What follows belongs to an exercise in optimizing a design on an open flow for small area, a short achievable clock period and few clock cycles; a production flow would make more cautious choices.
No functional check of the RTL was part of this run.
Power and IR drop assume default switching activity.

## flow/design.v

```verilog
module level_lut_remapper (
    input  wire        clk,
    input  wire        rst,
    input  wire        cmd_valid,
    output wire        cmd_ready,
    input  wire [63:0] cmd_data,
    output reg         rsp_valid,
    output wire [63:0] rsp_data,
    output reg         mem_valid,
    output reg         mem_we,
    output wire [31:0] mem_addr,
    output reg  [3:0]  mem_wstrb,
    output reg  [31:0] mem_wdata,
    input  wire        mem_ready,
    input  wire [31:0] mem_rdata
);
    reg [16:0] lv_a, lv_b, lv_p, lv_q;
    reg [31:0] lv_w, lv_h, lv_is, lv_os;
    reg [1:0]  lv_fmt;
    reg [31:0] lv_sb, lv_ss, lv_db, lv_ds;
    reg [15:0] up_off;
    reg [3:0]  up_sh;
    reg        up_swap;
    reg [15:0] up_lm, up_cm;
    reg [31:0] up_w, up_h, up_is, up_os, up_lay;
    reg [31:0] up_sb, up_ss, up_db, up_ds;
    localparam [2:0] S_VAL  = 3'd0;    
    localparam [2:0] S_MUL  = 3'd1;    
    localparam [2:0] S_CHK  = 3'd2;    
    localparam [2:0] S_RUN  = 3'd3;    
    localparam [2:0] S_LUT  = 3'd4;    
    localparam [2:0] S_LUT2 = 3'd5;    
    reg        idle;
    reg [2:0]  st;
    reg        unp;                    
    reg        m_lv, m_tb;             
    assign cmd_ready = idle;
    reg  [1:0]  rsp_st;
    reg  [31:0] rsp_dat;
    assign rsp_data = {6'd0, rsp_st, 24'd0, rsp_dat};
    wire [7:0]  c_op  = cmd_data[63:56];
    wire [7:0]  c_reg = cmd_data[55:48];
    wire [31:0] c_imm = cmd_data[31:0];
    wire        z_nz  = |cmd_data[47:32];
    wire        rg_nz = |c_reg;
    wire        imm_hi_nz = |c_imm[31:8];
    wire        imm_nz    = imm_hi_nz | (|c_imm[7:0]);
    wire op_wr  = (c_op == 8'h01);
    wire op_rd  = (c_op == 8'h02);
    wire op_lut = (c_op == 8'h03);
    wire op_bld = (c_op == 8'h04);
    wire op_lv  = (c_op == 8'h10);
    wire op_up  = (c_op == 8'h11);
    wire c_legal = !z_nz && (op_wr || (op_rd && !imm_nz) ||
                             (op_lut && !rg_nz && !imm_hi_nz) ||
                             ((op_bld || op_lv || op_up) && !rg_nz && !imm_nz));
    wire reg_known = (c_reg[7:5] == 3'd0) &&
                     (c_reg[4] ? (c_reg[3:0] <= 4'd13) : (c_reg[3:0] <= 4'd12));
    reg range_bad;
    always @(*) begin
        case (c_reg)
            8'h00, 8'h01, 8'h02, 8'h03:
                range_bad = (|c_imm[31:17]) || (c_imm[16] && (|c_imm[15:0]));
            8'h08:                range_bad = |c_imm[31:2];
            8'h10, 8'h13, 8'h14:  range_bad = |c_imm[31:16];
            8'h11:                range_bad = |c_imm[31:4];
            8'h12:                range_bad = |c_imm[31:1];
            default:              range_bad = 1'b0;
        endcase
    end
    reg [31:0] reg_rdval;
    always @(*) begin
        case (c_reg)
            8'h00: reg_rdval = {15'd0, lv_a};
            8'h01: reg_rdval = {15'd0, lv_b};
            8'h02: reg_rdval = {15'd0, lv_p};
            8'h03: reg_rdval = {15'd0, lv_q};
            8'h04: reg_rdval = lv_w;
            8'h05: reg_rdval = lv_h;
            8'h06: reg_rdval = lv_is;
            8'h07: reg_rdval = lv_os;
            8'h08: reg_rdval = {30'd0, lv_fmt};
            8'h09: reg_rdval = lv_sb;
            8'h0A: reg_rdval = lv_ss;
            8'h0B: reg_rdval = lv_db;
            8'h0C: reg_rdval = lv_ds;
            8'h10: reg_rdval = {16'd0, up_off};
            8'h11: reg_rdval = {28'd0, up_sh};
            8'h12: reg_rdval = {31'd0, up_swap};
            8'h13: reg_rdval = {16'd0, up_lm};
            8'h14: reg_rdval = {16'd0, up_cm};
            8'h15: reg_rdval = up_w;
            8'h16: reg_rdval = up_h;
            8'h17: reg_rdval = up_is;
            8'h18: reg_rdval = up_os;
            8'h19: reg_rdval = up_lay;
            8'h1A: reg_rdval = up_sb;
            8'h1B: reg_rdval = up_ss;
            8'h1C: reg_rdval = up_db;
            8'h1D: reg_rdval = up_ds;
            default: reg_rdval = 32'd0;
        endcase
    end
    wire acc    = cmd_valid && idle;
    wire wr_ok  = acc && c_legal && op_wr && reg_known && !range_bad;
    function [7:0] byte255;            
        input [16:0] k;
        reg   [24:0] p;
        begin
            p = {k, 8'd0} - {8'd0, k};
            byte255 = p[23:16];
        end
    endfunction
    wire [7:0]  lo_in  = byte255(lv_a);
    wire [7:0]  hi_in  = byte255(lv_b);
    wire [7:0]  lo_out = byte255(lv_p);
    wire [7:0]  hi_out = byte255(lv_q);
    wire        slope_neg = (lv_q < lv_p);
    wire [16:0] dq  = slope_neg ? (lv_p - lv_q) : (lv_q - lv_p);
    wire [16:0] dab = lv_b - lv_a;
    reg  [31:0] dm;                    
    reg  [16:0] drem;
    reg  [5:0]  dcnt;
    reg         dbusy, dload;
    wire [17:0] d_trial = {drem, dm[31]};
    wire        d_take  = (d_trial >= {1'b0, dab});
    wire [31:0] fW  = unp ? up_w  : lv_w;
    wire [31:0] fH  = unp ? up_h  : lv_h;
    wire [31:0] fIS = unp ? up_is : lv_is;
    wire [31:0] fOS = unp ? up_os : lv_os;
    wire [31:0] fSB = unp ? up_sb : lv_sb;
    wire [31:0] fSS = unp ? up_ss : lv_ss;
    wire [31:0] fDB = unp ? up_db : lv_db;
    wire [31:0] fDS = unp ? up_ds : lv_ds;
    function [1:0] mod3;
        input [31:0] v;
        integer k;
        reg [6:0] s;
        begin
            s = 7'd0;
            for (k = 0; k < 16; k = k + 1)
                s = s + {5'd0, v[2*k +: 2]};
            s = s % 7'd3;
            mod3 = s[1:0];
        end
    endfunction
    wire lay_tb = (up_lay == 32'd1);
    wire lay_ib = (up_lay == 32'd2);
    wire [34:0] is_x3 = {3'd0, fIS} + {2'd0, fIS, 1'b0};
    wire        is_small = (unp && lay_tb) ? (is_x3 < {fW, 3'd0})
                                           : ({1'b0, fIS} < {fW, 1'b0});
    wire        os_small = unp ? ({1'b0, fOS} < {fW, 1'b0}) : (fOS < fW);
    wire [32:0] src_end  = {1'b0, fSB} + {1'b0, fSS};
    wire [32:0] dst_end  = {1'b0, fDB} + {1'b0, fDS};
    wire e4 = unp && !lay_tb && !lay_ib;
    wire e5 = unp && lay_tb && (mod3(up_w) != 2'd0);
    wire e6 = (|fIS[1:0]) || (|fOS[1:0]);
    wire e7 = is_small || os_small;
    wire e8 = (|fSB[1:0]) || (|fDB[1:0]);
    wire e9 = (src_end[32] && (|src_end[31:0])) || (dst_end[32] && (|dst_end[31:0]));
    function [4:0] msb32;
        input [31:0] v;
        integer k;
        begin
            msb32 = 5'd0;
            for (k = 0; k < 32; k = k + 1)
                if (v[k]) msb32 = k[4:0];
        end
    endfunction
    reg  [4:0]  hidx;
    reg         ovs, ovd;
    reg  [31:0] srow, drow;           
    reg  [29:0] sp, dp;               
    reg  [31:0] pc;                   
    reg  [31:0] rows;                 
    reg         tph;                  
    reg         rd_done;
    reg  [9:0]  thold;                
    reg  [19:0] q0, q1;               
    reg         q0v, q1v;
    reg  [1:0]  q0t, q1t;             
    reg  [15:0] sa;                   
    reg         sav;
    reg  [1:0]  sat;
    reg         sa_below, sa_ramp;
    reg  [23:0] pk;                   
    reg  [1:0]  pos;
    reg         wr_eor, wr_eof;
    assign mem_addr = {(mem_we ? dp : sp), 2'b00};
    wire adv     = !mem_valid || mem_ready;
    wire rd_fire = mem_valid && !mem_we && mem_ready;
    wire wr_fire = mem_valid && mem_we && mem_ready;
    wire run     = !idle && (st == S_RUN);
    wire        w_two  = m_tb ? tph : (pc != 32'd1);
    wire        w_eor  = m_tb ? (tph && (pc == 32'd3)) : (pc <= 32'd2);
    wire        w_eof  = w_eor && (rows == 32'd1);
    wire [15:0] lh0 = lv_fmt[0] ? {mem_rdata[7:0],   mem_rdata[15:8]}  : mem_rdata[15:0];
    wire [15:0] lh1 = lv_fmt[0] ? {mem_rdata[23:16], mem_rdata[31:24]} : mem_rdata[31:16];
    reg  [19:0] it0, it1;
    always @(*) begin
        if (m_lv) begin
            it0 = {4'd0, lh0};
            it1 = {4'd0, lh1};
        end else if (m_tb) begin
            it0 = tph ? {mem_rdata[9:0], thold} : mem_rdata[19:0];
            it1 = mem_rdata[29:10];
        end else begin
            it0 = {2'd0, mem_rdata[15:8],  2'd0, mem_rdata[7:0]};
            it1 = {2'd0, mem_rdata[31:24], 2'd0, mem_rdata[23:16]};
        end
    end
    wire [1:0]  wtag  = {w_eof, w_eor};
    wire [1:0]  npush = rd_fire ? (w_two ? 2'd2 : 2'd1) : 2'd0;
    wire [1:0]  nq_after = {1'b0, q1v} + npush;
    wire        rd_done_n = rd_done || (rd_fire && w_eof);
    wire        tph_n     = m_tb && (rd_fire ? !tph : tph);
    wire        need1     = m_tb && !tph_n;
    wire        room      = need1 ? (nq_after <= 2'd2) : (nq_after <= 2'd1);
    wire [15:0] s0  = q0[15:0];
    wire [15:0] u0  = s0 ^ 16'h8000;
    wire        u0z = (u0[7:0] == 8'd0);
    wire [7:0]  idx_sg = u0[15:8] - {7'd0, (u0z && (u0[15:8] != 8'd0))};
    wire        sgn  = lv_fmt[1] && (st != S_LUT);
    wire [7:0]  idx  = sgn ? idx_sg : s0[15:8];
    wire [7:0]  k0   = idx - lo_in;
    wire        below0 = (idx < lo_in);
    wire        ramp0  = (idx < hi_in);
    wire [9:0]  ch_in = up_swap ? q0[19:10] : q0[9:0];
    wire [9:0]  lu_in = up_swap ? q0[9:0]   : q0[19:10];
    wire [15:0] ct    = ({6'd0, ch_in} + up_off) & up_cm;
    wire [15:0] lt    = ({6'd0, lu_in} + up_off) & up_lm;
    wire [15:0] lts   = lt << up_sh;
    wire [15:0] comb  = ct | lts;
    wire [39:0] prod  = sa[7:0] * dm + {32'd0, sa[7:0]};
    wire [7:0]  tq    = prod[31:24];
    wire [7:0]  rampv = slope_neg ? (lo_out - tq) : (lo_out + tq);
    wire [7:0]  lvb   = sa_below ? lo_out : (sa_ramp ? rampv : hi_out);
    wire [15:0] od    = m_lv ? {8'd0, lvb} : sa;
    wire [2:0]  pos_end  = {1'b0, pos} + (m_lv ? 3'd1 : 3'd2);
    wire        complete = sav && (pos_end[2] || sat[0]);
    wire [7:0]  pb0 = (pos == 2'd0) ? od[7:0] : pk[7:0];
    wire [7:0]  pb1 = (pos == 2'd1) ? od[7:0] : ((pos == 2'd0 && !m_lv) ? od[15:8] : pk[15:8]);
    wire [7:0]  pb2 = (pos == 2'd2) ? od[7:0] : pk[23:16];
    wire [7:0]  pb3 = (pos == 2'd3) ? od[7:0] : od[15:8];
    wire [3:0]  pstrb = pos_end[2] ? 4'b1111 :
                        (pos_end[1:0] == 2'd1) ? 4'b0001 :
                        (pos_end[1:0] == 2'd2) ? 4'b0011 : 4'b0111;
    wire        rd_next = !complete && !rd_done_n && room && !(m_lv && dbusy);
    wire        hbit   = fH[hidx];
    wire [32:0] s_add  = (st == S_MUL) ? ({srow, 1'b0} + (hbit ? {1'b0, fIS} : 33'd0))
                                       : ({1'b0, srow} + {1'b0, fIS});
    wire [32:0] d_add  = (st == S_MUL) ? ({drow, 1'b0} + (hbit ? {1'b0, fOS} : 33'd0))
                                       : ({1'b0, drow} + {1'b0, fOS});
    integer j;
    always @(posedge clk) begin
        if (rst) begin
            idle      <= 1'b1;
            st        <= S_VAL;
            rsp_valid <= 1'b0;
            mem_valid <= 1'b0;
            mem_we    <= 1'b0;
            dbusy     <= 1'b0;
            dload     <= 1'b0;
            q0v       <= 1'b0;
            q1v       <= 1'b0;
            sav       <= 1'b0;
            lv_a <= 17'd0; lv_b <= 17'd0; lv_p <= 17'd0; lv_q <= 17'd0;
            lv_w <= 32'd0; lv_h <= 32'd0; lv_is <= 32'd0; lv_os <= 32'd0;
            lv_fmt <= 2'd0;
            lv_sb <= 32'd0; lv_ss <= 32'd0; lv_db <= 32'd0; lv_ds <= 32'd0;
            up_off <= 16'd0; up_sh <= 4'd0; up_swap <= 1'b0;
            up_lm <= 16'd0; up_cm <= 16'd0;
            up_w <= 32'd0; up_h <= 32'd0; up_is <= 32'd0; up_os <= 32'd0;
            up_lay <= 32'd0;
            up_sb <= 32'd0; up_ss <= 32'd0; up_db <= 32'd0; up_ds <= 32'd0;
        end else begin
            rsp_valid <= 1'b0;
            if (dload) begin
                dload <= 1'b0;
                dm    <= {dq[7:0], 24'd0};
                drem  <= {8'd0, dq[16:8]};
                dcnt  <= 6'd0;
            end else if (dbusy) begin
                drem <= d_take ? (d_trial[16:0] - dab) : d_trial[16:0];
                dm   <= {dm[30:0], d_take};
                dcnt <= dcnt + 6'd1;
                if (dcnt == 6'd31) dbusy <= 1'b0;
            end
            if (acc) begin
                rsp_st  <= 2'd0;
                rsp_dat <= 32'd0;
                if (!c_legal) begin
                    rsp_valid <= 1'b1; rsp_st <= 2'd1; rsp_dat <= 32'd1;
                end else if (op_wr) begin
                    rsp_valid <= 1'b1;
                    if (!reg_known) begin
                        rsp_st <= 2'd1; rsp_dat <= 32'd2;
                    end else if (range_bad) begin
                        rsp_st <= 2'd1; rsp_dat <= 32'd3;
                    end else if (c_reg[7:2] == 6'd0) begin
                        dbusy <= 1'b1;
                        dload <= 1'b1;
                    end
                end else if (op_rd) begin
                    rsp_valid <= 1'b1;
                    if (!reg_known) begin
                        rsp_st <= 2'd1; rsp_dat <= 32'd2;
                    end else
                        rsp_dat <= reg_rdval;
                end else if (op_lut) begin
                    idle     <= 1'b0;
                    st       <= S_LUT;
                    q0[15:8] <= c_imm[7:0];
                end else if (op_bld) begin
                    rsp_valid <= 1'b1;
                end else begin
                    idle <= 1'b0;
                    st   <= S_VAL;
                    unp  <= op_up;
                end
            end
            if (wr_ok) begin
                case (c_reg)
                    8'h00: lv_a    <= c_imm[16:0];
                    8'h01: lv_b    <= c_imm[16:0];
                    8'h02: lv_p    <= c_imm[16:0];
                    8'h03: lv_q    <= c_imm[16:0];
                    8'h04: lv_w    <= c_imm;
                    8'h05: lv_h    <= c_imm;
                    8'h06: lv_is   <= c_imm;
                    8'h07: lv_os   <= c_imm;
                    8'h08: lv_fmt  <= c_imm[1:0];
                    8'h09: lv_sb   <= c_imm;
                    8'h0A: lv_ss   <= c_imm;
                    8'h0B: lv_db   <= c_imm;
                    8'h0C: lv_ds   <= c_imm;
                    8'h10: up_off  <= c_imm[15:0];
                    8'h11: up_sh   <= c_imm[3:0];
                    8'h12: up_swap <= c_imm[0];
                    8'h13: up_lm   <= c_imm[15:0];
                    8'h14: up_cm   <= c_imm[15:0];
                    8'h15: up_w    <= c_imm;
                    8'h16: up_h    <= c_imm;
                    8'h17: up_is   <= c_imm;
                    8'h18: up_os   <= c_imm;
                    8'h19: up_lay  <= c_imm;
                    8'h1A: up_sb   <= c_imm;
                    8'h1B: up_ss   <= c_imm;
                    8'h1C: up_db   <= c_imm;
                    8'h1D: up_ds   <= c_imm;
                    default: ;
                endcase
            end
            if (!idle) begin
                case (st)
                S_LUT: begin
                    if (!dbusy) begin
                        sa       <= {8'd0, k0};
                        sa_below <= below0;
                        sa_ramp  <= ramp0;
                        st       <= S_LUT2;
                    end
                end
                S_LUT2: begin
                    rsp_valid <= 1'b1;
                    rsp_st    <= 2'd0;
                    rsp_dat   <= {24'd0, lvb};
                    idle      <= 1'b1;
                end
                S_VAL: begin
                    rsp_st <= 2'd1;
                    if (e4 || e5 || e6 || e7 || e8 || e9) begin
                        rsp_valid <= 1'b1;
                        idle      <= 1'b1;
                        rsp_dat   <= e4 ? 32'd4 : e5 ? 32'd5 : e6 ? 32'd6 :
                                     e7 ? 32'd7 : e8 ? 32'd8 : 32'd9;
                    end else if (fH == 32'd0) begin
                        rsp_valid <= 1'b1;
                        idle      <= 1'b1;
                        rsp_st    <= 2'd0;
                        rsp_dat   <= 32'd0;
                    end else begin
                        srow <= fIS;
                        drow <= fOS;
                        ovs  <= 1'b0;
                        ovd  <= 1'b0;
                        hidx <= msb32(fH) - 5'd1;
                        st   <= (fH == 32'd1) ? S_CHK : S_MUL;
                    end
                end
                S_MUL: begin
                    srow <= s_add[31:0];
                    drow <= d_add[31:0];
                    ovs  <= ovs || srow[31] || s_add[32];
                    ovd  <= ovd || drow[31] || d_add[32];
                    hidx <= hidx - 5'd1;
                    if (hidx == 5'd0) st <= S_CHK;
                end
                S_CHK: begin
                    rsp_dat <= 32'd0;
                    if (ovs || (srow > fSS)) begin
                        rsp_valid <= 1'b1; idle <= 1'b1; rsp_st <= 2'd2; rsp_dat <= 32'd1;
                    end else if (ovd || (drow > fDS)) begin
                        rsp_valid <= 1'b1; idle <= 1'b1; rsp_st <= 2'd2; rsp_dat <= 32'd2;
                    end else if (fW == 32'd0) begin
                        rsp_valid <= 1'b1; idle <= 1'b1; rsp_st <= 2'd0;
                    end else begin
                        rsp_st  <= 2'd0;
                        st      <= S_RUN;
                        m_lv    <= !unp;
                        m_tb    <= unp && lay_tb;
                        srow    <= fSB;
                        drow    <= fDB;
                        sp      <= fSB[31:2];
                        dp      <= fDB[31:2];
                        pc      <= fW;
                        rows    <= fH;
                        tph     <= 1'b0;
                        rd_done <= 1'b0;
                        q0v     <= 1'b0;
                        q1v     <= 1'b0;
                        sav     <= 1'b0;
                        pos     <= 2'd0;
                    end
                end
                S_RUN: begin
                    if (adv) begin
                        if (rd_fire) begin
                            if (w_eor && !w_eof) begin
                                srow <= s_add[31:0];
                                sp   <= s_add[31:2];
                                pc   <= fW;
                                rows <= rows - 32'd1;
                            end else begin
                                sp <= sp + 30'd1;
                                if (!m_tb)    pc <= pc - 32'd2;
                                else if (tph) pc <= pc - 32'd3;
                            end
                            if (m_tb) begin
                                tph <= !tph && !w_eor;
                                if (!tph) thold <= mem_rdata[29:20];
                            end
                        end
                        rd_done <= rd_done_n;
                        if (q1v) begin
                            q0  <= q1;
                            q0t <= q1t;
                            q0v <= 1'b1;
                            q1v <= (npush != 2'd0);
                            q1  <= it0;
                            q1t <= w_two ? 2'b00 : wtag;
                        end else begin
                            q0v <= (npush != 2'd0);
                            q0  <= it0;
                            q0t <= w_two ? 2'b00 : wtag;
                            q1v <= (npush == 2'd2);
                            q1  <= it1;
                            q1t <= wtag;
                        end
                        sav      <= q0v;
                        sat      <= q0t;
                        sa       <= m_lv ? {8'd0, k0} : comb;
                        sa_below <= below0;
                        sa_ramp  <= ramp0;
                        if (sav) begin
                            if (complete) begin
                                mem_wdata <= {pb3, pb2, pb1, pb0};
                                mem_wstrb <= pstrb;
                                wr_eor    <= sat[0];
                                wr_eof    <= sat[1];
                                pos       <= 2'd0;
                            end else begin
                                pk  <= {pb2, pb1, pb0};
                                pos <= pos_end[1:0];
                            end
                        end
                        if (wr_fire) begin
                            if (wr_eor) begin
                                drow <= d_add[31:0];
                                dp   <= d_add[31:2];
                            end else
                                dp <= dp + 30'd1;
                            if (wr_eof) begin
                                rsp_valid <= 1'b1;
                                rsp_st    <= 2'd0;
                                rsp_dat   <= 32'd0;
                                idle      <= 1'b1;
                            end
                        end
                        mem_valid <= complete || rd_next;
                        mem_we    <= complete;
                    end
                end
                default: ;
                endcase
            end
        end
    end
endmodule
```

## flow/run.sh

```bash
#!/bin/bash
# synth_recipe.tcl (not shown) runs the flow's synth.tcl, then flattens the netlist and writes it again
# the make line also repeats each setting of config.mk as NAME=value (left out here)
make -C /OpenROAD-flow-scripts/flow DESIGN_CONFIG=/design/flow/config.mk WORK_HOME=/design/flow/orfs CLKGATE_MAP_FILE= SYNTH_SCRIPT=/design/flow/synth_recipe.tcl finish
```

## flow/config.mk

```make
export PLATFORM = sky130hd
export DESIGN_NAME = level_lut_remapper
export DESIGN_NICKNAME = level_lut_remapper
export VERILOG_FILES = /design/flow/design.v
export SDC_FILE = /design/flow/constraint.sdc
export NUM_CORES = 4
export LEC_CHECK = 0
export CAP_MARGIN = 20
export CORE_MARGIN = 2
export CORE_UTILIZATION = 25
export PLACE_DENSITY = 0.4
export SLEW_MARGIN = 20
```

## flow/constraint.sdc

```tcl
create_clock -name core_clock -period 12.0 [get_ports {clk}]
set_input_delay 2.4000 -clock core_clock [delete_from_list [all_inputs] [get_ports {clk}]]
set_output_delay 2.4000 -clock core_clock [all_outputs]
set_load 0.01 [all_outputs]
```

==> notes.md <==
cells by family after synthesis:
kind of cell / synth area share, %
compound gates: 20.6
xor+xnor: 4.08
other cells: 0.00879
flops: 30.9
buf+inv: 5.79
fa+ha+maj: 14.1
mux: 6.14
simple gates: 18.5
report_power, final:
group | total [mW] | switching (mW) | internal, mW | leakage, nW
clock | 4.79 | 1.99 | 2.80 | 2.47
combinational | 0.268 | 0.193 | 0.0747 | 25.4
sequential | 3.89 | 0.00995 | 3.88 | 9.52
synthesized netlist by cell type, types with 34 or more instances:
cell type	number
a211oi_1	72
xnor2_1	239
and2_1	189
a31oi_1	49
inv_1	574
nor4_1	67
buf_1	34
dfxtp_1	679
nor2_1	612
o21bai_1	55
a22oi_1	207
nand2b_1	69
or3_1	35
ha_1	637
nand4_1	140
mux2i_1	289
nor3_1	119
fa_1	203
a221oi_1	96
a21o_1	176
o21ai_0	455
o22ai_1	34
a21oi_1	1247
edfxtp_1	426
nor2b_1	106
a22o_1	75
clkbuf_1	504
mux2_2	186
nand2_1	1941
o21a_1	65
nand3_1	158
buf_2	83
buf_4	42
xor2_1	155
critical path, stage by stage, from the launching register on:
cell	delay, ns
dfxtp_1	0.43
inv_1	0.10
fa_1	0.55
inv_1	0.09
fa_1	0.61
fa_1	0.47
fa_1	0.56
fa_1	0.43
ha_1	0.24
fa_1	0.44
a21o_1	0.20
a21o_1	0.24
xnor2_1	0.37
o21ai_0	0.14
o21bai_1	0.16
ha_1	0.28
o21ai_0	0.26
nand2_1	0.09
o211ai_1	0.10
nand2_1	0.09
nor4_2	0.20
mux2i_1	0.78
o211a_1	0.38
and3b_2	0.27
nand3_1	0.32
a21oi_4	0.25
buf_4	0.50
through the flow:
stage	utilization, %	cells	hold WS [ns]	area, um^2
2_1_floorplan	-	10500	0.400	85600
3_3_place_gp	27.2	14800	0.414	92600
3_5_place_dp	27.3	14800	0.414	92700
4_1_cts	28.7	15100	0.424	97700
5_1_grt	28.8	15100	0.430	97800
6_report	28.8	15100	0.425	97800
area by class of cell:
class	instances	area share, %
clock inverter	68	0.723
multi-input combinational	8169	56.0
tap	4536	5.80
antenna	5	0.0128
clock buffer	202	4.43
timing repair buffer	425	3.84
inverter	580	2.23
sequential	1105	27.0
routing by layer:
layer  global-route usage (%)  wire [um]
met1                     33.1     192000
met5                        0         61
met3                     2.98      28900
met2                     38.6     196000
met4                     16.8      35200
layout by cell type (no fill, tap or decap), types with 188 or more instances in the layout:
| cell type | instances |
|---|---|
| xnor2_1 | 239 |
| inv_1 | 573 |
| a22oi_1 | 207 |
| nor2_1 | 589 |
| o21ai_0 | 453 |
| edfxtp_1 | 426 |
| ha_1 | 637 |
| a21oi_1 | 1243 |
| fa_1 | 203 |
| nand2_1 | 1935 |
| clkdlybuf4s50_1 | 197 |
| mux2i_1 | 255 |
| buf_4 | 216 |
| and2_1 | 188 |
| dfxtp_1 | 673 |
final timing paths:
check / start / cells after the start / to
hold reg to reg: sat[1] / 0 / wr_eof
hold / removal: sat[1] / 0 / wr_eof
setup reg to reg: up_w[1] / 26 / drow[27]
setup / recovery: up_w[1] / 26 / drow[27]
==> out/results.txt <==
R2R Setup Slk -> 2.97 ns
# Max-Cap Violations -> 0
final total power -> 8.95 mW
worst-margin pin slew -> 1.24 ns
Fin Setup TNS -> 0 ns
Pre-antenna DRT Iters -> 8
status -> complete, no violations
core outline area -> 0.340 mm^2
largest net degree at the start of global routing -> 92
Cell Pwr Density -> 91.5 mW/mm^2
Synth warnings -> 1
area leader, netlist -> dfxtp_1
RSZ-0062 raised after global routing -> false
Synth Cell Area -> 0.0855 mm^2
Root Buffer -> clkbuf_16
Initial Util -> 25.1%
Peak VDD IR -> 0.103 mV
layout cell share with drive strength beyond 1 -> 7.71%
H-Tree Depth -> 4
I/O pins -> 236
Remaining Overflow, GRT -> 0
post-cts gate resize count -> 0
ys flop type -> dfxtp_1
Synth area leaders -> dfxtp_1 16%, edfxtp_1 15%, ha_1 9.3%
total global-route track usage -> 25.1%
worst clock skew -> 0.102 ns
share of the synthesized area in the top cell type -> 15.9%
critical setup path kind -> flop to flop
cts hold-fix bufs -> 0
Sinks on Clock Net -> 1,105
WL/cell -> 29.9 um
worst skew pair latency -> 0.92 ns
postcts setup bufs -> 0
CP Launch Type -> flop
Worst Path Required -> 12.46 ns
Post-Syn Instances -> 10,500
Clock Path Buffers -> 4
GP Congestion -> 0.958
LEAKAGE -> 37.4 nW
achievable clock frequency -> 0.111 GHz
vias per cell -> 5.42
num rows -> 214
total wire length -> 452 mm
Min-Delay Path Class -> flop to flop
arrival time at the worst endpoint -> 9.49 ns
part of the Yosys area used for sequential elements -> 30.9%
vias after detailed routing -> 81,800
die width -> 589 um
area of the multi-input gates -> 0.0548 mm^2
Setup Viol. Count Final -> 0
syn avg cell area -> 8.15 um^2
Port Buffers -> 202
Slew Viols, Final -> 0
post-synth cell types -> 106
HPWL Detailed -> 338 mm
synthesis-to-layout area growth -> 14.4%
Worst setup EP type -> flop
Reg area -> 0.0264 mm^2
asr flop ratio synth -> 0%
Worst-path clk slew -> 0.07 ns
peak fanout along the critical path -> 32
final antenna-violating net count -> 0
Die H -> 589 um
CTS tree -> yes
Starting DRT DRC Count -> 8,751
first-pass GRT wire length -> 622 mm
Max-Slew Margin vs Limit -> 17.2%
initial antenna violation count -> 29
final worst slack -> 2.97 ns
minimum clock period -> 9.03 ns
Final Hold Vio Count -> 0
final net count -> 11,400
vias in the first global route -> 77,800
Residual DRC -> 0
number of fill cells in the layout -> 36,400
dpl ws -> 3.01 ns
Final period util -> 75.3%
Seq cells post-synth -> 1,105
die footprint -> 0.347 mm^2
Post-synth EDFFs -> 426
total CTS buffers -> 152

[re-timing with driven ports]
In the flow no input, the clock included, has a driving cell. The finished layout below was timed again as built, in two steps.
Step 1: set_driving_cell puts a clkbuf_16 on clk and a buf_2 on each other input, an assumption about the parent block.
Step 2, shift: input delay + t, output delay - t, t = (earliest + latest rising clock arrival at the registers) / 2. This alone moves slack from input paths to output paths.
a / b / c = no drivers / after step 1 / after step 2; a / b = the first two.
shift t [ns]: 0.968
slack for setup (ns): 2.967 / 2.967 / 2.967
latest minus earliest clock arrival (ns): 0.104 / 0.104
slew at the worst register clock pin (ns): 0.07 / 0.07
cell pins on the clock port's net: 1
After both steps setup and hold are still met in this run. The setup slack of this run moves by 0.000 ns with the drivers and by 0.000 ns with both steps.
